What follows belongs to an exercise in optimizing a design on an open flow for small area, a short achievable clock period and few clock cycles per item; a production flow would make more cautious choices.
In this exercise RTL edits were held to simulation tests only and were not proved equivalent to the original.

==> inputs of branch juniper <==
// nbhd_filter
module nbhd_filter (
    input  wire        clk,
    input  wire        rst,         
    input  wire        in_valid,
    output wire        in_ready,
    input  wire [1:0]  in_op,       
    input  wire [71:0] in_win,
    output wire        out_valid,
    output wire [7:0]  out_pix
);
    assign in_ready = 1'b1;
    reg        s1_valid;
    reg [1:0]  s1_op;
    reg [71:0] s1_win;
    reg        s1_sh;
    always @(posedge clk) begin
        s1_valid <= in_valid & ~rst;
        s1_op    <= in_op;
        s1_sh    <= (in_op == 2'd0);    
        s1_win   <= in_win;
    end
    wire [7:0]  sharpen_pix, median_pix;
    wire [10:0] sx, sy;
    wire [10:0] lin_x;
    nbhd_lin         u_lin     (.win(s1_win), .sh(s1_sh), .x(lin_x), .sy(sy));
    nbhd_median      u_median  (.win(s1_win), .pix(median_pix));
    wire        sobel = (s1_op == 2'd1);
    reg  [10:0] s1_x;
    always @* begin
        case (s1_op)
  ...
==> flow/config.mk <==
export PLATFORM = sky130hd
export DESIGN_NAME = nbhd_filter
export DESIGN_NICKNAME = nbhd_filter
export VERILOG_FILES = /design/flow/design.v
export SDC_FILE = /design/flow/constraint.sdc
export NUM_CORES = 4
export LEC_CHECK = 0
export ABC_AREA = 1
export CAP_MARGIN = 20
export CORE_MARGIN = 2
export CORE_UTILIZATION = 60
export SLEW_MARGIN = 20
==> flow/constraint.sdc <==
create_clock -name core_clock -period 35.0 [get_ports {clk}]
set_input_delay 7.0000 -clock core_clock [delete_from_list [all_inputs] [get_ports {clk}]]
set_output_delay 7.0000 -clock core_clock [all_outputs]
set_load 0.01 [all_outputs]
standard.sh (not shown) runs the stock make flow with config.mk's settings and CLKGATE_MAP_FILE= SYNTH_SCRIPT=/design/flow/synth_recipe.tcl, a recipe that flattens the netlist after the stock synthesis.
==> flow/flow/run.sh <==
#!/bin/bash
# The standard layout (standard.sh), with every input and output port
# buffered by a plain buf_1 cell instead of the buffer_ports default, and
# clock tree synthesis without dummy loads.
set -euo pipefail
export BUFFER_PORTS_ARGS="-buffer_cell sky130_fd_sc_hd__buf_1"
export CTS_ARGS="-sink_clustering_enable -repair_clock_nets -dont_use_dummy_load"
bash standard.sh > standard.log 2>&1
==> branch violet (differences from branch juniper) <==
==> flow/flow/run.sh (replaced) <==
#!/bin/bash
# The standard layout (standard.sh), with every input and output port
# buffered by a plain buf_1 cell instead of the buffer_ports default.
set -euo pipefail
export BUFFER_PORTS_ARGS="-buffer_cell sky130_fd_sc_hd__buf_1"
bash standard.sh > standard.log 2>&1
==> impl_metrics.py <==
metrics = {
    "status": {
        "outcome": "no timing/DRC/antenna violations",
    },
    "route": {
        "drt-initial-drc-count": 1586,
        "num_vias": 15700,
        "wl_met3_mm": 4.38,
    },
    "timing": {
        "hold_slack_ps": 360,
        "fin_crit_sh_pct": 22.6,
        "fin_worst_skew_ps": 16.5,
        "finalWorstSetupSlack_ps": 27100,
    },
    "final_layout": {
        "instances_no_fill": 2821,
        "stdcell_area_um2": 17500,
        "final_layout_size_suffix_gt1_share_pct": 8.91,
        "final-clk-cell-share_pct": 3.49,
    },
    "clock_network": {
        "clock_latency_ps": 440,
    },
}
# the run above: branch violet

==> impl_metrics.py <==
metrics = {
    "grt": {
        "grt.total_usage_pct": 36.2,
    },
    "final_layout": {
        "stdcell_area_um2": 17300,
        "instances_no_fill": 2806,
        "final_layout_size_suffix_gt1_share_pct": 8.36,
    },
    "route": {
        "wl_met3_mm": 4.24,
        "drt-initial-drc-count": 1613,
    },
    "timing": {
        "fin_worst_skew_ps": 27.0,
        "fin_crit_sh_pct": 22.6,
        "finalWorstSetupSlack_ps": 27110,
        "hold_slack_ps": 353,
    },
    "clock_network": {
        "clkSlewWorstSetupHoldPaths_ps": 70,
    },
    "status": {
        "outcome": "no timing/DRC/antenna violations",
    },
}
# the run above: branch juniper

Testbench counts of branch juniper, summed over its fixed seeds: cycles 24,032, items 24,000.
Testbench counts of branch violet, summed over its fixed seeds: cycles 24,032, items 24,000.

-- afterwards: timing with drivers on the ports --
In the flow no input, the clock included, has a driving cell. The finished layouts below were timed again as built, in two steps. Step 1 (the two cells are an assumption about what drives the block):
set clk [get_ports {clk}]
set_driving_cell -lib_cell sky130_fd_sc_hd__clkbuf_16 $clk
set_driving_cell -lib_cell sky130_fd_sc_hd__buf_2 [delete_from_list [all_inputs] $clk]
Step 2 moves the port delays by t, midway between the first and last clock arrival at a register: inputs arrive t later, outputs are due t later. That takes back most of the time a late clock gives input paths. Three values: ideal, step 1, step 2; two values: the first two.
run	t, ns	slack for setup (ns)	worst setup path at the end
branch juniper	0.473	27.105 / 27.054 / 27.526	register to output
branch violet	0.486	27.096 / 27.046 / 27.532	register to output
After both steps setup and hold are still met in every run listed.
